From an optimization exercise on the open Yosys and OpenROAD flow, aimed at small area; shortcuts taken in it are not production practice.
The RTL was checked by simulation tests, not by an equivalence proof against the original design.
Power is estimated from default activity; no workload was simulated.

==> flow/design.v <==
module xbee_rx (
    input  wire        clk,
    input  wire        rst,             
    input  wire        in_valid,
    output wire        in_ready,
    input  wire [7:0]  in_op,           
    input  wire [7:0]  in_arg,          
    output reg         out_valid,
    input  wire        out_ready,
    output reg  [1:0]  out_kind,        
    output reg  [3:0]  out_code,        
    output wire [63:0] out_src64,
    output wire [15:0] out_src16,
    output wire [7:0]  out_options,
    output wire [15:0] out_length,
    output wire [7:0]  out_checksum,
    output reg  [8:0]  out_data_len,
    input  wire [7:0]  rd_addr,
    output wire [7:0]  rd_data
);
    localparam OP_CONNECT    = 8'h01;
    localparam OP_STOP       = 8'h02;
    localparam OP_RX_BYTE    = 8'h04;
    localparam OP_RX_ERROR   = 8'h05;
    localparam OP_RX_TIMEOUT = 8'h06;
    localparam DELIM     = 8'h7E;
    localparam TYPE_RX   = 8'h90;
    localparam RX_FIXED  = 11;
    localparam DATA_CAP  = 256;
    localparam K_STATUS = 2'd0;
    localparam K_FRAME  = 2'd1;
    localparam K_DROP   = 2'd2;
    localparam K_ERROR  = 2'd3;
    localparam E_OK           = 4'd0;
    localparam E_CONNECTION   = 4'd1;
    localparam E_ALREADY      = 4'd2;
    localparam E_TRANSPORT_RD = 4'd6;
    localparam E_TIMEOUT      = 4'd8;
    localparam E_ZERO_LENGTH  = 4'd9;
    localparam E_CHECKSUM     = 4'd10;
    localparam E_UNKNOWN_TYPE = 4'd11;
    localparam E_SHORT        = 4'd12;
    localparam E_OVERSIZE     = 4'd13;
    localparam S_IDLE  = 3'd0;
    localparam S_DELIM = 3'd1;
    localparam S_LENHI = 3'd2;
    localparam S_LENLO = 3'd3;
    localparam S_TYPE  = 3'd4;
    localparam S_BODY  = 3'd5;
    localparam S_CKSUM = 3'd6;
    reg [2:0]  rx_state;
    reg [15:0] rx_len;
    reg        rx_type_ok;      
    reg [7:0]  rx_sum;
    reg [15:0] rx_cnt;          
    reg [7:0]  rx_ck;
    reg        rx_zero;         
    reg [7:0]  hdr [0:RX_FIXED-1];
    reg [8*DATA_CAP-1:0] pay;    
    wire       take = in_valid & in_ready;
    wire [7:0] b    = in_arg;
    wire       rxb  = take & (in_op == OP_RX_BYTE);
    assign in_ready = ~out_valid;
    wire body_b   = rxb & (rx_state == S_BODY);
    wire in_hdr   = rx_cnt < 16'd13;
    wire hdr_sh   = body_b & in_hdr;
    wire pay_sh   = body_b & ~in_hdr & ~rx_zero & (b != 8'h00);
    wire [7:0] sum_all = rx_sum + b;
    reg [3:0] dec_code;
    always @* begin
        if (sum_all != 8'hFF)
            dec_code = E_CHECKSUM;
        else if (!rx_type_ok)
            dec_code = E_UNKNOWN_TYPE;
        else if (rx_len < 16'd12)
            dec_code = E_SHORT;
        else if (rx_len > 16'd12 + DATA_CAP)
            dec_code = E_OVERSIZE;
        else
            dec_code = E_OK;
    end
    always @(posedge clk) begin
        if (rst) begin
            rx_state  <= S_IDLE;
            out_valid <= 1'b0;
        end else begin
            if (out_valid && out_ready)
                out_valid <= 1'b0;
            if (take) begin
                case (in_op)
                OP_CONNECT: begin
                    out_valid <= 1'b1;
                    out_kind  <= K_STATUS;
                    if (rx_state != S_IDLE)
                        out_code <= E_ALREADY;
                    else if (!in_arg[0])
                        out_code <= E_CONNECTION;
                    else begin
                        out_code <= E_OK;
                        rx_state <= S_DELIM;
                    end
                end
                OP_STOP: begin
                    out_valid <= 1'b1;
                    out_kind  <= K_STATUS;
                    out_code  <= E_OK;
                    rx_state  <= S_IDLE;
                end
                OP_RX_ERROR: begin
                    if (rx_state != S_IDLE) begin
                        out_valid <= 1'b1;
                        out_kind  <= K_ERROR;
                        out_code  <= E_TRANSPORT_RD;
                        rx_state  <= S_DELIM;
                    end
                end
                OP_RX_TIMEOUT: begin
                    if (rx_state != S_IDLE && rx_state != S_DELIM) begin
                        out_valid <= 1'b1;
                        out_kind  <= K_ERROR;
                        out_code  <= E_TIMEOUT;
                        rx_state  <= S_DELIM;
                    end
                end
                OP_RX_BYTE: begin
                    case (rx_state)
                    S_DELIM: begin
                        if (b == DELIM)
                            rx_state <= S_LENHI;
                    end
                    S_LENHI: begin
                        rx_state <= S_LENLO;
                    end
                    S_LENLO: begin
                        rx_state <= S_TYPE;
                    end
                    S_TYPE: begin
                        if (rx_len == 16'd0) begin
                            out_valid <= 1'b1;
                            out_kind  <= K_DROP;
                            out_code  <= E_ZERO_LENGTH;
                            rx_state  <= S_DELIM;
                        end else if (rx_len == 16'd1)
                            rx_state <= S_CKSUM;
                        else
                            rx_state <= S_BODY;
                    end
                    S_BODY: begin
                        if (rx_cnt == rx_len)
                            rx_state <= S_CKSUM;
                    end
                    S_CKSUM: begin
                        out_valid <= 1'b1;
                        out_code  <= dec_code;
                        out_kind  <= (dec_code == E_OK) ? K_FRAME : K_DROP;
                        rx_state  <= S_DELIM;
                    end
                    default: ;    
                    endcase
                end
                default: ;        
                endcase
            end
        end
    end
    always @(posedge clk) begin
        if (rxb) begin
            if (rx_state == S_LENHI)
                rx_len[15:8] <= b;
            if (rx_state == S_LENLO)
                rx_len[7:0] <= b;
            if (rx_state == S_TYPE) begin
                rx_type_ok   <= (b == TYPE_RX);
                rx_sum       <= b;
                rx_cnt       <= 16'd2;
                rx_zero      <= 1'b0;
                out_data_len <= 9'd0;
            end
            if (rx_state == S_BODY) begin
                rx_sum <= rx_sum + b;
                rx_cnt <= rx_cnt + 16'd1;
                if (!in_hdr && b == 8'h00)
                    rx_zero <= 1'b1;
            end
            if (rx_state == S_CKSUM)
                rx_ck <= b;
        end
        if (pay_sh)
            out_data_len <= out_data_len + 9'd1;
    end
    integer j;
    always @(posedge clk) begin
        if (hdr_sh) begin
            hdr[0] <= b;
            for (j = 1; j < RX_FIXED; j = j + 1)
                hdr[j] <= hdr[j-1];
        end
    end
    wire [7:0]   addr = out_valid ? rd_addr : out_data_len[7:0];
    wire         keep = ~(rxb & (rx_state == S_TYPE));    
    wire [7:0]   wb   = b & {8{pay_sh}};
    wire [15:0]  hi_n, lo_n;
    wire [255:0] sel;
    xrx_predec u_phi (.a(addr[7:4]), .y_n(hi_n));
    xrx_predec u_plo (.a(addr[3:0]), .y_n(lo_n));
    genvar gp, gb, gt;
    generate
        for (gp = 0; gp < DATA_CAP; gp = gp + 1) begin : g_byte
            wire [7:0] d;
            xrx_nor2 u_s (.a(hi_n[gp/16]), .b(lo_n[gp%16]), .y(sel[gp]));
            for (gb = 0; gb < 8; gb = gb + 1) begin : g_d
                xrx_ao22 u_d (.a0(pay[8*gp+gb]), .s0(keep),
                              .a1(wb[gb]), .s1(sel[gp]), .y(d[gb]));
            end
            always @(posedge clk)
                pay[8*gp +: 8] <= d;
        end
        for (gb = 0; gb < 8; gb = gb + 1) begin : g_bit
            wire [85:0] t_n;
            for (gt = 0; gt < 85; gt = gt + 1) begin : g_t
                xrx_aoi222 u_t (
                    .a0(pay[8*(3*gt)+gb]),   .s0(sel[3*gt]),
                    .a1(pay[8*(3*gt+1)+gb]), .s1(sel[3*gt+1]),
                    .a2(pay[8*(3*gt+2)+gb]), .s2(sel[3*gt+2]),
                    .y_n(t_n[gt]));
            end
            xrx_nand2 u_last (.a(pay[8*255+gb]), .b(sel[255]), .y(t_n[85]));
            xrx_nand_all #(.N(86)) u_or (.a_n(t_n), .y(rd_data[gb]));
        end
    endgenerate
    assign out_src64    = {hdr[10], hdr[9], hdr[8], hdr[7],
                           hdr[6], hdr[5], hdr[4], hdr[3]};
    assign out_src16    = {hdr[2], hdr[1]};
    assign out_options  = hdr[0];
    assign out_length   = rx_len;
    assign out_checksum = rx_ck;
endmodule
module xrx_ao22 (
    input  wire a0, s0, a1, s1,
    output wire y
);
    assign y = (a0 & s0) | (a1 & s1);
endmodule
module xrx_aoi222 (
    input  wire a0, s0, a1, s1, a2, s2,
    output wire y_n
);
    assign y_n = ~((a0 & s0) | (a1 & s1) | (a2 & s2));
endmodule
module xrx_nand2 (
    input  wire a, b,
    output wire y
);
    assign y = ~(a & b);
endmodule
module xrx_nor2 (
    input  wire a, b,
    output wire y
);
    assign y = ~(a | b);
endmodule
module xrx_predec (
    input  wire [3:0]  a,
    output wire [15:0] y_n
);
    genvar k;
    generate
        for (k = 0; k < 16; k = k + 1) begin : g_k
            assign y_n[k] = ~(a == k);
        end
    endgenerate
endmodule
module xrx_nand_all #(parameter N = 2) (
    input  wire [N-1:0] a_n,
    output wire         y
);
    assign y = ~&a_n;
endmodule
==> flow/flow/run.sh <==
#!/bin/bash
set -euo pipefail
export BUFFER_PORTS_ARGS="-buffer_cell sky130_fd_sc_hd__buf_1"
bash standard.sh > standard.log 2>&1
==> flow/standard.sh <==
#!/bin/bash
# synth_recipe.tcl (not shown) runs the flow's synth.tcl, then flattens the netlist and writes it again
# the make line also repeats each setting of config.mk as NAME=value (left out here)
make -C /OpenROAD-flow-scripts/flow DESIGN_CONFIG=/design/flow/config.mk WORK_HOME=/design/flow/orfs CLKGATE_MAP_FILE= SYNTH_SCRIPT=/design/flow/synth_recipe.tcl "${@:-finish}"
==> flow/config.mk <==
export PLATFORM = sky130hd
export DESIGN_NAME = xbee_rx
export DESIGN_NICKNAME = xbee_rx
export VERILOG_FILES = /design/flow/design.v
export SDC_FILE = /design/flow/constraint.sdc
export NUM_CORES = 4
export LEC_CHECK = 0
export CAP_MARGIN = 12
export CORE_MARGIN = 2
export CORE_UTILIZATION = 80
export CTS_CLUSTER_DIAMETER = 100
export CTS_CLUSTER_SIZE = 30
export GPL_TIMING_DRIVEN = 0
export PLACE_DENSITY = 0.88
export SLEW_MARGIN = 12
export SYNTH_HIERARCHICAL = 1
==> flow/constraint.sdc <==
create_clock -name core_clock -period 14.0 [get_ports {clk}]
set_input_delay 2.8000 -clock core_clock [delete_from_list [all_inputs] [get_ports {clk}]]
set_output_delay 2.8000 -clock core_clock [all_outputs]
set_load 0.01 [all_outputs]
==> flow_metrics.py, run 1 <==
metrics = {
    "run_status": {
        "status": "timing/DRC/antenna clean",
    },
    "clocking": {
        "clk_latency_ns": 0.73,
        "clockBufferDepth": 3,
        "cts_root_buf": "clkbuf_16",
        "postCtsSetupBuffers": 0,
        "cts_sinks": 2205,
        "ctsHoldBuffers": 0,
        "cts_tree": "built",
        "h-tree-depth": 3,
        "cts_buffers": 83,
        "clk_pin_slew_ns": 0.11,
        "cts_resized": 0,
    },
    "global_routing": {
        "grt_pass1_wl_mm": 331,
        "grt_use_total_pct": 42.4,
        "grt_overflow": 0,
        "antenna_found_initial": 9,
        "first_global_vias": 56549,
        "grt_max_degree": 159,
    },
    "route": {
        "drt-vias-per-instance": 8.26,
        "wl_per_cell_um": 29.4,
        "drtIter0Drc": 12063,
        "ant_nets": 0,
        "drcViolationCount": 0,
        "vias": 60770,
        "dr.pass1.iters": 15,
        "wl_mm": 217,
    },
    "timing": {
        "slew_viol_final": 0,
        "min_period_over_period_pct": 81.8,
        "finalHoldViolCount": 0,
        "hold_slack_ns": 0.452,
        "fmax_mhz": 87.3,
        "slew_headroom_pct": 11.6,
        "setup_viol_count_final": 0,
        "grt_setup_unrepaired": "no",
        "finalClockSkew_ns": 0.0396,
        "worst_pin_slew_ns": 1.31,
        "post-route-min-period_ns": 11.45,
    },
    "yosys": {
        "synth_edf_count": 153,
        "ys.flop_type": "dfxtp_1",
        "synth_fa_ha_area_share_pct": 0.193,
        "yosysWarnings": 8,
        "synth_top_family_by_area": "compound AO/OA/AOI/OAI gates",
        "yosys.area_share.simple_pct": 4.86,
        "ys_top_cells_by_count": "dfxtp_1 (2052), a22o_1 (2048), a222oi_1 (680)",
        "yosys-top-cells-area": "dfxtp_1 (55%), a22o_1 (24%), a222oi_1 (9.0%), edfxtp_1 (6.1%), nand4_1 (1.6%)",
        "synth.most_common_cell": "dfxtp_1",
        "syn_area_um2": 75200,
        "synthMuxAreaShare_pct": 0.234,
        "synth.yosys.seq_area_share_pct": 60.7,
        "synth.distinct_cells": 58,
        "synthArstFlopShare_pct": 0,
        "synth-xor-area-share_pct": 0.524,
        "synth_top_area_share_pct": 54.6,
        "synth_compound_area_share_pct": 33.3,
        "yosysTopAreaCell": "dfxtp_1",
        "ys_ff_latch": 2205,
        "syn_area_per_cell_um2": 13.0,
        "postSynthCellCount": 5772,
    },
    "floorplan": {
        "die_h_um": 311,
        "io_pins": 165,
        "die_w_um": 311,
        "coreArea_um2": 93300,
        "initial_core_util_pct": 80.6,
        "rows": 112,
        "dieArea_um2": 96500,
    },
    "power": {
        "pwr-share-clk_pct": 32.0,
        "p_sw_share_pct": 20.0,
        "vdd.ir_drop.worst_v": 0.000123,
        "pwr_density_cell_nw_per_um2": 115,
        "combPwrFrac_pct": 0.3,
        "p_int_mw": 7.48,
        "p_leak_nw": 29.1,
        "p_seq_share_pct": 67.7,
        "p_switching_mw": 1.87,
    },
    "critical_path": {
        "worst-path-max-fanout": 16,
        "crit_family": "simple AND/OR/NAND/NOR gates",
        "cp_num_cells": 11,
        "critical_path_class": "input pin to primary output",
        "crit_required_ns": 11.20,
        "cpPeakStageDelay_ns": 1.03,
        "cp_slowest_cell": "nor4_1",
        "path_buf_inv": 3,
        "path_cells": "buf_1, mux2_2, clkbuf_1, nand4b_1, nor2_1, a222oi_1, nand4_1, nor4_1, nand4_1, or4_1, buf_1",
        "end_kind": "primary output",
        "crit_path_start_kind": "input pin",
        "worstRegToRegCells": 6,
        "arrival_ns": 8.65,
    },
    "flow_run": {
        "cap_violations": 0,
    },
    "placed_design": {
        "dp_hpwl_mm": 131,
        "io_buffers": 163,
        "gp_congestion": 0.889,
        "dp.cells": 7256,
    },
    "finish": {
        "layout-area-overhead-vs-synth_pct": 8.20,
        "drive_above_1_share_pct": 3.72,
        "num-fill-cells": 4498,
        "instances_no_fill": 7361,
        "nNetsFinal": 6130,
    },
    "worst_hold_path": {
        "min_path_cells": 0,
        "hp-class": "flip-flop to flip-flop",
    },
}
[through the flow]
stage	setup TNS (ns)	instance area [µm²]	total power [mW]	worst slack (ns)	util, %
after floorplan	0	75300	6.49	2.81	-
after global placement	-3.93	77400	6.50	-0.437	83.0
after detailed placement	0	79100	6.50	3.18	84.8
after CTS	0	81300	9.33	2.97	87.2
after global routing	0	81400	9.54	2.54	87.2
final	0	81400	9.35	2.55	87.2
[power groups by stage]
stage	Sequential, mW	Combinational (mW)	Clock (mW)
floorplan	6.48	0.0124	0
global placement	6.48	0.0219	0
detailed placement	6.48	0.0243	0
CTS	6.33	0.0252	2.97
global route	6.33	0.0275	3.18
finish	6.33	0.0267	2.99
[final timing paths]
path	to	slack [ns]	start
worst min-delay path	hdr[5][5]	0.45	hdr[4][5]
worst max register to register	pay[1425]	9.41	out_valid
worst min register to register	hdr[5][5]	0.45	hdr[4][5]
worst max-delay path	rd_data[4]	2.55	rd_addr[4]
[cells by family (layout without fill, tap and decap cells)]
logic type               count (synthesis)  after routing
other                                    0              4
AO/OA/AOI/OAI                         2776           2776
XOR/XNOR                                45             45
flip-flops                            2205           2205
AND/OR/NAND/NOR                        690            690
multiplexers                            16             16
buffers and inverters                   29            360
adder cells (fa/ha/maj)                 11             11
[cell usage in the layout, fill, tap and decap left out, drive strengths merged, types with 41 or more instances in the layout]
master / synthesis / layout
nand4: 192 / 192
nor4: 42 / 42
edfxtp: 153 / 153
a222oi: 680 / 680
buf: 4 / 238
clkbuf: 17 / 112
nand2: 41 / 41
nor2: 302 / 302
dfxtp: 2052 / 2052
a22o: 2048 / 2048
[sequential cells by signal, summed over array words and instances, names as in the netlist]
| register | flops |
|---|---|
| pay | 2048 |
| rx_cnt | 16 |
| rx_state | 3 |
| hdr | 88 |
| rx_zero | 1 |
| rx_len | 16 |
| out_code | 4 |
| out_valid | 1 |
| rx_type_ok | 1 |
| out_data_len | 9 |
| out_kind | 2 |
| rx_ck | 8 |
| rx_sum | 8 |
[per-layer routing]
layer	GRT usage, %	share of wire (%)	wire length, µm
met1	58.3	38	81500
met4	21.9	5.9	12800
met3	7.94	11	24800
met5	0	0.040	87
met2	64.6	45	97500
[modules after synthesis, one instance, submodules excluded, excerpt]
module	cells	cell area (µm²)	flops+latches	copies in the design
xrx_aoi222	1	10.0	0	680
xrx_nor2	1	3.75	0	256
xrx_nand2	1	3.75	0	8
xbee_rx	2508	47700	2205	1
xrx_predec	20	186	0	2
xrx_ao22	1	8.76	0	2048
[layout make-up]
cell class | count | area [µm²] | area share (%)
diodes | 4 | 10.0 | 0.0123
plain buffers | 21 | 103 | 0.126
clock buffers | 95 | 2210 | 2.71
clock inverters | 2 | 25.0 | 0.0307
inverters | 8 | 35.0 | 0.0430
multi-input cells | 3538 | 29500 | 36.3
flip-flops and latches | 2205 | 45700 | 56.1
well taps | 1254 | 1570 | 1.93
repair buffers | 234 | 2250 | 2.76
==> run 2: changes to the inputs <==
--- a/flow/design.v
+++ b/flow/design.v
@@ -49,11 +49,11 @@
     localparam S_BODY  = 3'd5;
     localparam S_CKSUM = 3'd6;
     reg [2:0]  rx_state;
-    reg [15:0] rx_len;
+    reg [15:0] rx_rem;          
     reg        rx_type_ok;      
     reg [7:0]  rx_sum;
-    reg [15:0] rx_cnt;          
-    reg [7:0]  rx_ck;
+    reg [8:0]  rx_n;            
+    reg        rx_big;          
     reg        rx_zero;         
     reg [7:0]  hdr [0:RX_FIXED-1];
     reg [8*DATA_CAP-1:0] pay;    
@@ -62,7 +62,7 @@
     wire       rxb  = take & (in_op == OP_RX_BYTE);
     assign in_ready = ~out_valid;
     wire body_b   = rxb & (rx_state == S_BODY);
-    wire in_hdr   = rx_cnt < 16'd13;
+    wire in_hdr   = rx_n < 9'd12;
     wire hdr_sh   = body_b & in_hdr;
     wire pay_sh   = body_b & ~in_hdr & ~rx_zero & (b != 8'h00);
     wire [7:0] sum_all = rx_sum + b;
@@ -72,10 +72,10 @@
             dec_code = E_CHECKSUM;
         else if (!rx_type_ok)
             dec_code = E_UNKNOWN_TYPE;
-        else if (rx_len < 16'd12)
+        else if (rx_big)
+            dec_code = E_OVERSIZE;
+        else if (rx_n < 9'd12)
             dec_code = E_SHORT;
-        else if (rx_len > 16'd12 + DATA_CAP)
-            dec_code = E_OVERSIZE;
         else
             dec_code = E_OK;
     end
@@ -135,18 +135,18 @@
                         rx_state <= S_TYPE;
                     end
                     S_TYPE: begin
-                        if (rx_len == 16'd0) begin
+                        if (rx_rem == 16'd0) begin
                             out_valid <= 1'b1;
                             out_kind  <= K_DROP;
                             out_code  <= E_ZERO_LENGTH;
                             rx_state  <= S_DELIM;
-                        end else if (rx_len == 16'd1)
+                        end else if (rx_rem == 16'd1)
                             rx_state <= S_CKSUM;
                         else
                             rx_state <= S_BODY;
                     end
                     S_BODY: begin
-                        if (rx_cnt == rx_len)
+                        if (rx_rem == 16'd2)
                             rx_state <= S_CKSUM;
                     end
                     S_CKSUM: begin
@@ -166,24 +166,26 @@
     always @(posedge clk) begin
         if (rxb) begin
             if (rx_state == S_LENHI)
-                rx_len[15:8] <= b;
+                rx_rem[15:8] <= b;
             if (rx_state == S_LENLO)
-                rx_len[7:0] <= b;
+                rx_rem[7:0] <= b;
             if (rx_state == S_TYPE) begin
                 rx_type_ok   <= (b == TYPE_RX);
                 rx_sum       <= b;
-                rx_cnt       <= 16'd2;
+                rx_n         <= 9'd1;
+                rx_big       <= 1'b0;
                 rx_zero      <= 1'b0;
                 out_data_len <= 9'd0;
             end
             if (rx_state == S_BODY) begin
                 rx_sum <= rx_sum + b;
-                rx_cnt <= rx_cnt + 16'd1;
+                rx_rem <= rx_rem - 16'd1;
+                rx_n   <= rx_n + 9'd1;
+                if (rx_n == 9'd12 + DATA_CAP)
+                    rx_big <= 1'b1;
                 if (!in_hdr && b == 8'h00)
                     rx_zero <= 1'b1;
             end
-            if (rx_state == S_CKSUM)
-                rx_ck <= b;
         end
         if (pay_sh)
             out_data_len <= out_data_len + 9'd1;
@@ -232,8 +234,8 @@
                            hdr[6], hdr[5], hdr[4], hdr[3]};
     assign out_src16    = {hdr[2], hdr[1]};
     assign out_options  = hdr[0];
-    assign out_length   = rx_len;
-    assign out_checksum = rx_ck;
+    assign out_length   = {7'd0, rx_n};
+    assign out_checksum = ~rx_sum;
 endmodule
 module xrx_ao22 (
     input  wire a0, s0, a1, s1,
==> flow/config.mk (replaced) <==
export PLATFORM = sky130hd
export DESIGN_NAME = xbee_rx
export DESIGN_NICKNAME = xbee_rx
export VERILOG_FILES = /design/flow/design.v
export SDC_FILE = /design/flow/constraint.sdc
export NUM_CORES = 4
export LEC_CHECK = 0
export CAP_MARGIN = 8
export CORE_MARGIN = 2
export CORE_UTILIZATION = 75
export CTS_CLUSTER_DIAMETER = 100
export CTS_CLUSTER_SIZE = 30
export GPL_TIMING_DRIVEN = 0
export PLACE_DENSITY = 0.85
export SLEW_MARGIN = 8
export SYNTH_HIERARCHICAL = 1
==> flow_metrics.py, run 2 <==
metrics = {
    "timing": {
        "slew_viol_final": 0,
        "grt_setup_unrepaired": "no",
        "slew_headroom_pct": 5.24,
        "fin_setup_tns_ns": 0,
        "finalClockSkew_ns": 0.0405,
        "min_period_over_period_pct": 79.2,
        "fmax_mhz": 90.1,
        "worst_pin_slew_ns": 1.41,
        "finalHoldViolCount": 0,
        "setup_viol_count_final": 0,
        "post-route-min-period_ns": 11.09,
    },
    "global_routing": {
        "first_global_vias": 53647,
        "grt_max_degree": 85,
        "antenna_found_initial": 5,
        "grt_use_total_pct": 37.7,
        "grt_overflow": 0,
        "grt_pass1_wl_mm": 313,
    },
    "flow_run": {
        "cap_violations": 0,
    },
    "clocking": {
        "ctsHoldBuffers": 0,
        "cts_tree": "built",
        "clockBufferDepth": 3,
        "cts_resized": 0,
        "postCtsSetupBuffers": 0,
        "cts_root_buf": "clkbuf_16",
        "h-tree-depth": 3,
        "cts_buffers": 83,
        "clk_latency_ns": 0.72,
        "clk_pin_slew_ns": 0.11,
        "cts_sinks": 2191,
    },
    "yosys": {
        "syn_area_per_cell_um2": 12.9,
        "synth_top_area_share_pct": 54.8,
        "synth_compound_area_share_pct": 33.7,
        "yosysTopAreaCell": "dfxtp_1",
        "synth_fa_ha_area_share_pct": 0.260,
        "synth_edf_count": 139,
        "yosys.area_share.simple_pct": 4.84,
        "ys.flop_type": "dfxtp_1",
        "ys_top_cells_by_count": "dfxtp_1 (2052), a22o_1 (2048), a222oi_1 (680)",
        "synth.most_common_cell": "dfxtp_1",
        "synth-xor-area-share_pct": 0.397,
        "yosys-top-cells-area": "dfxtp_1 (55%), a22o_1 (24%), a222oi_1 (9.1%), edfxtp_1 (5.6%), nand4_1 (1.6%)",
        "yosysWarnings": 8,
        "synthMuxAreaShare_pct": 0.120,
        "ys_ff_latch": 2191,
        "synth.yosys.seq_area_share_pct": 60.4,
        "synth.distinct_cells": 62,
        "synth_top_family_by_area": "compound AO/OA/AOI/OAI gates",
        "postSynthCellCount": 5796,
        "synthArstFlopShare_pct": 0,
        "syn_area_um2": 74900,
    },
    "route": {
        "drtIter0Drc": 10361,
        "wl_mm": 203,
        "drcViolationCount": 0,
        "wl_per_cell_um": 27.3,
        "ant_nets": 0,
        "dr.pass1.iters": 13,
        "drt-vias-per-instance": 7.92,
        "vias": 58812,
    },
    "finish": {
        "instances_no_fill": 7427,
        "largest_reg_flops": 2048,
        "fin_util_pct": 82.5,
        "drive_above_1_share_pct": 3.65,
        "nNetsFinal": 6165,
        "top_regs": "pay x2048, hdr x88, rx_rem x16",
        "layout-area-overhead-vs-synth_pct": 8.69,
        "top_register": "pay",
        "final_cell_area_um2": 81500,
        "layout_common_cells": "dfxtp_1 (2052), a22o_1 (2048), a222oi_1 (680)",
        "final_common_cell": "dfxtp_1",
        "num-fill-cells": 5526,
    },
    "run_status": {
        "status": "timing/DRC/antenna clean",
    },
    "floorplan": {
        "rows": 115,
        "die_h_um": 320,
        "initial_core_util_pct": 75.9,
        "dieArea_um2": 102000,
        "io_pins": 165,
        "die_w_um": 320,
        "coreArea_um2": 98700,
    },
    "placed_design": {
        "place_area_um2": 79200,
        "io_buffers": 156,
        "dp.cells": 7324,
        "dp_hpwl_mm": 127,
        "gp_congestion": 0.856,
    },
    "worst_hold_path": {
        "hp-class": "flip-flop to flip-flop",
    },
    "critical_path": {
        "worst-path-max-fanout": 16,
        "arrival_ns": 8.29,
        "crit_path_start_kind": "input pin",
        "end_kind": "primary output",
        "critical_path_class": "input pin to primary output",
        "crit_required_ns": 11.20,
    },
    "power": {
        "p_leak_nw": 29.3,
        "pwr_density_cell_nw_per_um2": 114,
        "vdd.ir_drop.worst_v": 0.000129,
    },
}
## run 2: per-stage QoR
step | total power [mW] | setup slack [ns] | hold WS (ns)
3_3_place_gp | 6.46 | -12.54 | 0.426
6_report | 9.31 | 2.91 | 0.456
4_1_cts | 9.32 | 3.34 | 0.457
2_1_floorplan | 6.45 | -5.48 | 0.449
5_1_grt | 9.55 | 3.02 | 0.463
3_5_place_dp | 6.46 | 3.36 | 0.429
## run 2: logic make-up after synthesis
group,Yosys count
AO/OA/AOI/OAI,2804
buffers and inverters,50
XOR/XNOR,34
adder cells (fa/ha/maj),15
flip-flops,2191
other,1
multiplexers,8
AND/OR/NAND/NOR,693
## run 2: critical path, cell delays in order
cell and delay [ns]:
buf_1 0.07, mux2_2 0.35, clkbuf_1 0.24, nand4_1 0.96, nor2_1 0.56, a222oi_1 0.52
nand4_1 0.22, nor4_1 1.16, nand4_1 0.43, or4_1 0.78, buf_1 0.19
## run 2: where the power goes
| part | total [mW] | switching, mW | internal [mW] |
|---|---|---|---|
| logic | 0.0288 | 0.0188 | 0.00996 |
| registers | 6.29 | 0.0000387 | 6.29 |
| clock network | 2.99 | 1.83 | 1.16 |
## run 2: layout make-up
| class | count | area [µm²] | area share (%) |
|---|---|---|---|
| multi-input cells | 3561 | 29600 | 36.3 |
| plain buffers | 29 | 151 | 0.186 |
| clock inverters | 2 | 35.0 | 0.0430 |
| clock buffers | 97 | 2260 | 2.77 |
| diodes | 4 | 10.0 | 0.0123 |
| well taps | 1287 | 1610 | 1.98 |
| flip-flops and latches | 2191 | 45300 | 55.6 |
| inverters | 21 | 81.3 | 0.0998 |
| repair buffers | 235 | 2480 | 3.04 |
## run 2: worst paths after layout
kind | start | end | slack [ns] | depth (start not counted)
worst max register to register | out_valid | pay[1387] | 9.44 | 6
worst min-delay path | hdr[9][6] | hdr[10][6] | 0.46 | 0
worst max-delay path | rd_addr[4] | rd_data[4] | 2.91 | 11
worst min register to register | hdr[9][6] | hdr[10][6] | 0.46 | 0
## run 2: per-module statistics from Yosys, one instance, submodules excluded, a selection
module      copies in the design  cells  flip-flops and latches  area, µm²
xrx_aoi222                   680      1                       0       10.0
xrx_nand2                      8      1                       0       3.75
xrx_nor2                     256      1                       0       3.75
xrx_ao22                    2048      1                       0       8.76
xrx_predec                     2     20                       0        186
xbee_rx                        1   2532                    2191      47400
## run 2: routing by layer
metal | vias up | GRT usage, % | share of wire, %
li1 | 25938 | - | -
met1 | 29270 | 54.9 | 41
met2 | 3139 | 57.0 | 45
met3 | 463 | 5.41 | 9.5
met4 | 2 | 15.5 | 4.3
met5 | - | 0 | 0.0064

what the ideal ports hide:
Ports are ideal in the flow. The routed layouts listed here were re-timed in OpenROAD. Step 1: set_driving_cell puts a clkbuf_16 on clk and a buf_2 on each other input, an assumption about the parent block. Step 2 moves the port delays by t, midway between the first and last clock arrival at a register: inputs arrive t later, outputs are due t later. That takes back most of the time a late clock gives input paths. Slacks: ideal / step 1 / step 2; pairs: ideal / step 1.
run | t, ns | setup slack, ns | worst register clock-pin slew, ns
run 1 | 0.791 | 2.551 / 2.513 / 2.513 | 0.12 / 0.12
run 2 | 0.778 | 2.905 / 2.867 / 2.867 | 0.12 / 0.12
After both steps setup and hold are still met in every run listed.
